Background: an optimization exercise with open tools, aiming at small area and a short achievable clock period. Do not read the settings as production practice.
Where RTL was checked, it was by simulation tests only, not by an equivalence proof against the original.
No driver is modelled on the clock port, so clocking that relies on it looks cheaper here than on a real chip.
No activity file was given, so power comes from the tool's default toggle rates.

// frame_rx
module frame_rx (
    input  wire        clk,
    input  wire        rst,           
    input  wire        in_valid,
    input  wire [7:0]  in_byte,
    output reg         pl_valid,      
    output wire [7:0]  pl_byte,
    output reg         fr_valid,      
    output reg  [2:0]  fr_status,
    output wire [7:0]  fr_ver,
    output wire [7:0]  fr_type,
    output wire [7:0]  fr_seq,
    output wire [15:0] fr_len
);
    localparam [7:0]  SYNC = 8'hA5;
    localparam [16:0] WCNT_PRE = 17'h0788F;
    localparam [2:0] ST_OK        = 3'd0;
    localparam [2:0] ST_TOO_SHORT = 3'd1;
    localparam [2:0] ST_TRUNCATED = 3'd2;
    localparam [2:0] ST_OVERFLOW  = 3'd3;
    localparam [2:0] ST_BAD_SYNC  = 3'd4;
    localparam [2:0] ST_BAD_LEN   = 3'd5;
    localparam [2:0] ST_BAD_CRC   = 3'd6;
    function [15:0] crc_step;
        input [15:0] acc_in;
        input [7:0]  b;
        reg   [15:0] acc;
        integer      k;
        begin
            acc = acc_in ^ {b, 8'h00};
            for (k = 0; k < 8; k = k + 1) begin
                if (acc[15])
                    acc = {acc[14:0], 1'b0} ^ 16'h1021;
                else
                    acc = {acc[14:0], 1'b0};
            end
            crc_step = acc;
        end
    endfunction
    reg        first;      
    reg        is_code;    
    reg [7:0]  rem;
    reg        zpend;      
    reg [16:0] wcnt;       
    reg        full;       
    reg        ovf;        
    reg [3:0]  cnt;        
    reg [15:0] pl_left;    
    reg        pl_zero;    
    reg [1:0]  tail;       
    reg        sync_ok;    
    reg [7:0]  d_ver, d_type, d_seq, d_len_lo, d_len_hi;
    reg [7:0]  b1;         
    reg [15:0] crc;        
    reg        crc_ok;     
  ...
Size: about 420 cells after synthesis, ~120 flip-flops, ~64 I/O pins.
export LEC_CHECK = 0
export CAP_MARGIN = 20
export CORE_MARGIN = 2
export CORE_UTILIZATION = 40
export PLACE_DENSITY = 0.6
export SETUP_SLACK_MARGIN = 3.2
export SLEW_MARGIN = 20
export SYNTH_HIERARCHICAL = 1
export SYNTH_MINIMUM_KEEP_SIZE = 0
create_clock -name core_clock -period 5.0 [get_ports {clk}]
standard.sh (not shown) runs the stock make flow with config.mk's settings and CLKGATE_MAP_FILE= SYNTH_SCRIPT=/design/flow/synth_recipe.tcl, a recipe that flattens the netlist after the stock synthesis.
==> flow/flow/run.sh <==
#!/bin/bash
# Standard layout (the standard.sh, standard synthesis unchanged) with:
#  - the port buffers inserted as the smallest buffer cell;
#  - a one-level clock tree built by flow/manual_cts.tcl before clock tree
#    synthesis (the clock port drives four buffers, each driving a quarter of
#    the registers).
# Every tool's output goes to standard.log.
here=$(pwd)
bash standard.sh "BUFFER_PORTS_ARGS=-buffer_cell sky130_fd_sc_hd__buf_1" \
  "PRE_CTS_TCL=$here/flow/manual_cts.tcl" \
  finish > standard.log 2>&1
==> flow/flow/manual_cts.tcl <==
# Clock tree, sourced before ORFS's clock tree synthesis (PRE_CTS_TCL).
# The clock port drives four clock buffers; each drives the clock pins of a
# quarter of the registers, split by their placed position (two halves by x,
# each split in two by y), and sits at their centroid. Every register's clock
# passes through exactly one buffer, so all arrive together. TritonCTS then
# finds no unbuffered clock net and leaves the tree as it is.
set cts_buf sky130_fd_sc_hd__clkbuf_16
if { [info exists ::env(MANUAL_CTS_BUF)] } { set cts_buf $::env(MANUAL_CTS_BUF) }
set block [ord::get_db_block]
set clknet [[$block findBTerm clk] getNet]
set sinks {}
foreach it [$clknet getITerms] {
  set inst [$it getInst]
  set loc [$inst getLocation]
  lappend sinks [list [lindex $loc 0] [lindex $loc 1] "[$inst getName]/[[$it getMTerm] getName]"]
}
puts "manual_cts: [llength $sinks] clock sinks, buffer $cts_buf"
set xs [lsort -integer -index 0 $sinks]
set half [expr {[llength $xs] / 2}]
set groups {}
foreach g [list [lrange $xs 0 [expr {$half - 1}]] [lrange $xs $half end]] {
  set ys [lsort -integer -index 1 $g]
  set h [expr {[llength $ys] / 2}]
  lappend groups [lrange $ys 0 [expr {$h - 1}]]
  lappend groups [lrange $ys $h end]
}
set dbu [$block getDbUnitsPerMicron]
set k 0
foreach g $groups {
  set sx 0
  set sy 0
  set pins {}
  foreach s $g {
    incr sx [lindex $s 0]
    incr sy [lindex $s 1]
    lappend pins [sta::find_pin [lindex $s 2]]
  }
  set cx [expr {double($sx) / [llength $g] / $dbu}]
  set cy [expr {double($sy) / [llength $g] / $dbu}]
  insert_buffer -buffer_cell $cts_buf -net [$clknet getName] -load_pins $pins \
    -location [list $cx $cy] -buffer_name clkbuf_m$k -net_name clknet_m$k
  puts "manual_cts: clkbuf_m$k drives [llength $g] sinks at ($cx, $cy)"
  incr k
}
foreach n [$block getNets] {
  if { [string match clknet_m* [$n getName]] } { $n setSigType CLOCK }
}
$clknet setSigType CLOCK
detailed_placement
set_propagated_clock [all_clocks]
The first run went through all stages and came out clean.
Then changed:
Settings changed: SETUP_SLACK_MARGIN 3.2 to 2.9.
The changed run produced a clean layout.
Synthesized area stays the same.
Sequential share of layout area came out higher by 7.0 points.
Routed wire length came out lower by 8.4%.
Global-route usage came out lower by 0.81 points.
Worst hold slack gains 0.0056 ns.
Core utilization came out lower by 6.3 points.
Maximum frequency came out lower by 6.6%.
Cell count came out lower by 8.1%.
Die area is unchanged.
Synthesized cell count does not change.
Flip-flop and latch count is unchanged.
Then changed:
Settings changed: SETUP_SLACK_MARGIN 2.9 to 3.1.
Synthesized area does not change.
Core utilization rises by 1.6 points.
Power barely changes.
Fmax is higher by 5.2%.
Final cell count grows by 2.1%.
Hold slack loses 0.0062 ns.
Critical path depth is unchanged.
Clock power falls by about 1%.
Worst setup slack improves by 0.099 ns.
Combinational power came out higher by about 4%.
Then changed:
Settings changed: SETUP_SLACK_MARGIN 3.1 to 3.2, SYNTH_HIERARCHICAL 1 to not set, SYNTH_MINIMUM_KEEP_SIZE 0 to not set.
Worst setup slack degrades by 0.33 ns; sequential share of layout area goes down by 3.5 points; design area goes up by 6.7%; wire length goes up by 2.2%; synthesized cell count goes up by 0.95%; fmax goes down by 15%; synthesized area barely changes; die area barely changes; sequential power stays flat; final cell count goes up by 4.8%.


frame_rx, a different RTL version from the one above (not shown whole).
For scale: about 420 cells after synthesis, about 0.0055 mm² of cells after synthesis.
==> flow/design.v (excerpt) <==
module frame_rx (
    input  wire        clk,
    input  wire        rst,           
    input  wire        in_valid,
    input  wire [7:0]  in_byte,
    output reg         pl_valid,      
    output wire [7:0]  pl_byte,
    output reg         fr_valid,      
    output reg  [2:0]  fr_status,
    output wire [7:0]  fr_ver,
    output wire [7:0]  fr_type,
    output wire [7:0]  fr_seq,
    output wire [15:0] fr_len
);
==> flow/config.mk <==
export PLATFORM = sky130hd
export DESIGN_NAME = frame_rx
export DESIGN_NICKNAME = frame_rx
export VERILOG_FILES = /design/flow/design.v
export SDC_FILE = /design/flow/constraint.sdc
export NUM_CORES = 4
export LEC_CHECK = 0
export CAP_MARGIN = 20
export CORE_MARGIN = 2
export CORE_UTILIZATION = 40
export PLACE_DENSITY = 0.6
export SETUP_SLACK_MARGIN = 3.0
export SLEW_MARGIN = 20
export SYNTH_HIERARCHICAL = 1
export SYNTH_MINIMUM_KEEP_SIZE = 0
==> flow/constraint.sdc <==
create_clock -name core_clock -period 5.0 [get_ports {clk}]
set_input_delay 1.0000 -clock core_clock [delete_from_list [all_inputs] [get_ports {clk}]]
set_output_delay 1.0000 -clock core_clock [all_outputs]
set_load 0.01 [all_outputs]
Scripts as last shown in full above: flow/flow/run.sh, flow/flow/manual_cts.tcl
The starting point finished with timing, DRC and antenna clean.
Then changed:
CORE_UTILIZATION = 55   (was 40)
PLACE_DENSITY = 0.7   (was 0.6)
SETUP_SLACK_MARGIN = 3.1   (was 3.0)
TNS_END_PERCENT = 30   (was unset)
After rerunning: The new run finished with timing, DRC and antenna clean; die area drops by 26%; wire length drops by 2.3%; power hardly moves; global-route usage climbs by 5.2 points; via count climbs by 1.3%; register-to-register slack is about the same; worst setup slack gets better by 100 ps; clock power drops by about 4%.
Then changed:
TNS_END_PERCENT = 60   (was 30)
Outcome: The changed run passed the timing, design-rule and antenna checks. Design area barely changes. Synthesized area stays the same. Utilization drops by 0.18 points. Setup slack improves by 41 ps. First-iteration DRC count drops by 4.3%. Register-to-register slack hardly moves. Synthesized cell count stays the same.
Then changed:
SETUP_SLACK_MARGIN = 3.15   (was 3.1)
TNS_END_PERCENT = unset   (was 60)
Result: The changed run produced a clean layout. Power grows by 1.6%. Cell area grows by 5.6%. Combinational power grows by 12%. Register-to-register slack stays flat. Synthesized cell count stays the same. Die area is unchanged. Core utilization grows by 3.6 points.
Then changed:
SETUP_SLACK_MARGIN = 3.1   (was 3.15)
The new run completed with no timing, DRC or antenna violations.
Worst setup slack loses 20 ps.
Cell area shrinks by a few percent.
Synthesized cell count is unchanged.
Then changed:
CORE_UTILIZATION = 40   (was 55)
PLACE_DENSITY = 0.6   (was 0.7)
After rerunning: The new run produced a clean layout; sequential power hardly moves; hold slack is worse by 52 ps; via count goes up slightly.


Another version of the RTL of frame_rx (not shown whole).
Size: roughly 460 cells after synthesis, about 120 flip-flops, roughly 64 I/O pins.
// frame_rx
module frame_rx (
    input  wire        clk,
    input  wire        rst,           
    input  wire        in_valid,
    input  wire [7:0]  in_byte,
    output reg         pl_valid,      
    output wire [7:0]  pl_byte,
    output reg         fr_valid,      
    output reg  [2:0]  fr_status,
    output wire [7:0]  fr_ver,
    output wire [7:0]  fr_type,
    output wire [7:0]  fr_seq,
    output wire [15:0] fr_len
);
Settings: LEC_CHECK=0, ABC_CLOCK_PERIOD_IN_PS=2000, CAP_MARGIN=20, CORE_MARGIN=2, CORE_UTILIZATION=40, PLACE_DENSITY=0.6, SETUP_SLACK_MARGIN=3.0, SLEW_MARGIN=20; clock period 5.0 ns.
run.sh (not shown) runs the stock make flow with config.mk's settings and CLKGATE_MAP_FILE= SYNTH_SCRIPT=/design/flow/synth_recipe.tcl, a recipe that flattens the netlist after the stock synthesis.
Stock flow here: none of the scripts above is used.
The baseline passed the timing, design-rule and antenna checks.
Next try:
--- a/flow/config.mk
+++ b/flow/config.mk
@@ -7,3 +7,2 @@
 export LEC_CHECK = 0
-export ABC_CLOCK_PERIOD_IN_PS = 2000
 export CAP_MARGIN = 20
@@ -12,3 +11,3 @@
 export PLACE_DENSITY = 0.6
-export SETUP_SLACK_MARGIN = 3.0
+export SETUP_SLACK_MARGIN = 1.5
 export SLEW_MARGIN = 20
Final area came out lower by 6.9%.
Critical path depth came out lower by 1.
Final cell count came out lower by 5.5%.
Fmax came out lower by 25%.
Next try:
--- a/flow/config.mk
+++ b/flow/config.mk
@@ -11,3 +11,2 @@
 export PLACE_DENSITY = 0.6
-export SETUP_SLACK_MARGIN = 1.5
 export SLEW_MARGIN = 20
After rerunning: The new run finished clean. Cell count barely changes. Worst setup slack is worse by 0.27 ns. Via count stays flat. Total power shrinks slightly. Clock-buffer cell count stays the same. Area after synthesis stays the same. Combinational power shrinks by a few percent. Clock power hardly moves. Synthesized cell count stays the same. Design area shrinks slightly.
Next try:
--- a/flow/config.mk
+++ b/flow/config.mk
@@ -11,2 +11,3 @@
 export PLACE_DENSITY = 0.6
+export SETUP_SLACK_MARGIN = 2.5
 export SLEW_MARGIN = 20
Result: Wire length climbs by a little under a tenth; power rises by a little under a tenth; worst setup slack improved by 1.0 ns; area after synthesis stays the same; worst hold slack improved by 0.019 ns; clock-buffer cell count falls by 1; first-iteration DRC count drops by a little under a tenth; clock skew rises by 0.0098 ns.


Setup of run 1:
frame_rx, a different RTL version from the one above (not shown whole).
Size: ~440 cells after synthesis, ~5500 um^2 of cells after synthesis.
==> flow/config.mk <==
export PLATFORM = sky130hd
export DESIGN_NAME = frame_rx
export DESIGN_NICKNAME = frame_rx
export VERILOG_FILES = /design/flow/design.v
export SDC_FILE = /design/flow/constraint.sdc
export NUM_CORES = 4
export LEC_CHECK = 0
export CAP_MARGIN = 20
export CORE_MARGIN = 2
export CORE_UTILIZATION = 40
export PLACE_DENSITY = 0.6
export SETUP_SLACK_MARGIN = 3.3
export SLEW_MARGIN = 20
==> flow/constraint.sdc <==
create_clock -name core_clock -period 5.0 [get_ports {clk}]
set_input_delay 1.0000 -clock core_clock [delete_from_list [all_inputs] [get_ports {clk}]]
set_output_delay 1.0000 -clock core_clock [all_outputs]
set_load 0.01 [all_outputs]
standard.sh (not shown) runs the stock make flow with config.mk's settings and CLKGATE_MAP_FILE= SYNTH_SCRIPT=/design/flow/synth_recipe.tcl, a recipe that flattens the netlist after the stock synthesis.
==> flow/flow/run.sh <==
#!/bin/bash
# Standard layout (the standard.sh, standard synthesis unchanged), with
# the port buffers inserted as the smallest buffer cell, and clock tree
# synthesis without dummy balancing loads. Every tool's output goes to
# standard.log.
bash standard.sh "BUFFER_PORTS_ARGS=-buffer_cell sky130_fd_sc_hd__buf_1" \
  "CTS_ARGS=-sink_clustering_enable -repair_clock_nets -dont_use_dummy_load -buf_list sky130_fd_sc_hd__clkbuf_4 -sink_clustering_size 30" \
  finish > standard.log 2>&1
The inputs of run 2 differ from those of run 1 as listed below.
- SETUP_SLACK_MARGIN: 3.3 -> 3.0
-- flow/flow/run.sh --
<<< run 1, line 7
  "CTS_ARGS=-sink_clustering_enable -repair_clock_nets -dont_use_dummy_load -buf_list sky130_fd_sc_hd__clkbuf_4 -sink_clustering_size 30" \
>>> run 2, line 7
  "CTS_ARGS=-sink_clustering_enable -repair_clock_nets -dont_use_dummy_load -buf_list sky130_fd_sc_hd__clkbuf_8 -sink_clustering_size 30" \
## What came out
- Diff run 1 -> run 2: wire length on met3 went down by 47%, power went down 0.42 mW, final standard cell utilization of the core down 5.4 points, time the worst path needs with I/O delays and setup went down by 0.10 ns, total placed cells including tap cells about even.
- The standard cell with the maximum stage delay on the critical path comes out edfxtp_1 in one run and or4_4 in the other, namely in run 1 and run 2 respectively.
- The lower average wire per standard cell came out of run 2.
- Of run 1 and run 2, the lower global routing usage on met1 belongs to run 2.
- Largest fanout on the critical path for run 2: 5 up relative to run 1
- Run 2: clock power is 36% higher than what run 1 reported.
- Compared with run 1, run 2 shows number of fillers in the final layout higher by 97.
- Run 2 vs run 1, net total in the final layout went down by 39.
--- input diff run 2..run 3 ---
-- flow/flow/run.sh --
<<< run 2, line 7
  "CTS_ARGS=-sink_clustering_enable -repair_clock_nets -dont_use_dummy_load -buf_list sky130_fd_sc_hd__clkbuf_8 -sink_clustering_size 30" \
  finish > standard.log 2>&1
>>> run 3, line 7
  "CTS_ARGS=-sink_clustering_enable -repair_clock_nets -dont_use_dummy_load -buf_list sky130_fd_sc_hd__clkbuf_4 -sink_clustering_size 30" \
  RECOVER_POWER=50 finish > standard.log 2>&1
==> comparison <==
Relative to run 2, run 3 improves first-pass GRT wire length.
Changes observed in run 3 relative to run 2: cell count flat, critical path depth down 1, signed area change from the synthesized netlist to the final layout down 4.9 points, cell area down about 4%, total design power down 0.29 mW.
Cmp run 3 and run 2 / clock transition time at the flip-flop clock pins of the worst setup and hold paths / lower: run 2
Run 3 vs. run 2: global-route usage saw little to no change, average via count per standard cell saw an increase.


Another version of the RTL of frame_rx (not shown whole).
Size: ~480 cells after synthesis, roughly 120 flip-flops, ~64 I/O pins, ~5500 sq um of cells after synthesis.
==> flow/design.v (excerpt) <==
module frame_rx (
    input  wire        clk,
    input  wire        rst,           
    input  wire        in_valid,
    input  wire [7:0]  in_byte,
    output reg         pl_valid,      
    output wire [7:0]  pl_byte,
    output reg         fr_valid,      
    output reg  [2:0]  fr_status,
    output wire [7:0]  fr_ver,
    output wire [7:0]  fr_type,
    output wire [7:0]  fr_seq,
    output wire [15:0] fr_len
);
clock: 5.0 ns
lec_check: 0
cap_margin: 20
core_margin: 2
core_utilization: 40
place_density: 0.6
setup_slack_margin: 2.5
slew_margin: 20
==> flow/flow/run.sh <==
#!/bin/bash
# Standard layout (the standard.sh, standard synthesis unchanged), with
# the port buffers inserted as the smallest buffer cell instead of the
# default choice. Every tool's output goes to standard.log.
bash standard.sh "BUFFER_PORTS_ARGS=-buffer_cell sky130_fd_sc_hd__buf_1" finish > standard.log 2>&1
Change:
Settings changed: SETUP_SLACK_MARGIN 2.5 to 3.0.
=> Area after synthesis stays the same. Routed wire length increases by about a fifth. Total power increases by a few percent. Fmax increases by about a fifth. Final area increases by roughly a tenth. Final cell count increases by a few percent. Sequential power hardly moves.
Function was not checked in any run of this note: the RTL went through the layout flow alone.

## separate check: timing with driven ports
Ports are ideal in the flow. The routed layouts listed here were re-timed in OpenROAD. Step 1: set_driving_cell puts a clkbuf_16 on clk and a buf_2 on each other input, an assumption about the parent block. Step 2 also shifts input and output timing later by t, the mid clock arrival at the registers, as if the neighbouring blocks saw the same clock. Slacks: ideal ports / drivers / drivers and shift; pairs: ideal ports / drivers.
run	t, ns	slack for setup (ns)	worst register clock-pin slew, ns	worst slew at a driven data input, ns
the first run of note 1	0.252	3.141 / 3.130 / 2.910	0.12 / 0.12	0.06
the second run of note 1	0.254	3.010 / 3.060 / 2.815	0.12 / 0.12	0.03
the third run of note 1	0.253	3.109 / 3.089 / 2.905	0.11 / 0.11	0.04
the fourth run of note 1	0.259	2.778 / 2.825 / 2.566	0.12 / 0.12	0.06
the first run of note 2	0.257	3.005 / 3.069 / 2.812	0.12 / 0.12	0.03
the second run of note 2	0.251	3.107 / 3.078 / 2.917	0.11 / 0.11	0.04
the third run of note 2	0.250	3.148 / 3.081 / 2.954	0.11 / 0.11	0.04
the fourth run of note 2	0.251	3.164 / 3.091 / 2.940	0.11 / 0.11	0.06
the fifth run of note 2	0.251	3.144 / 3.080 / 2.951	0.11 / 0.11	0.04
the sixth run of note 2	0.252	3.153 / 3.079 / 2.919	0.12 / 0.12	0.06
the first run of note 3	0.451	2.514 / 2.514 / 2.478	0.06 / 0.06	0.07
the second run of note 3	0.444	1.703 / 1.718 / 1.274	0.06 / 0.06	0.07
the third run of note 3	0.447	1.432 / 1.448 / 1.001	0.06 / 0.06	0.07
the fourth run of note 3	0.452	2.441 / 2.441 / 2.073	0.06 / 0.06	0.06
run 1	0.551	2.845 / 2.809 / 2.429	0.10 / 0.10	0.06
run 2	0.458	2.946 / 2.924 / 2.467	0.07 / 0.07	0.08
run 3	0.543	1.753 / 1.767 / 1.223	0.10 / 0.10	0.03
the first run of note 5	0.450	2.594 / 2.613 / 2.163	0.06 / 0.06	0.04
the second run of note 5	0.457	2.908 / 2.898 / 2.441	0.06 / 0.06	0.07
After both steps setup and hold are still met in every run listed. For run 3, which loses most, drivers alone change the setup slack by +0.014 ns; drivers and shift together by -0.530 ns.
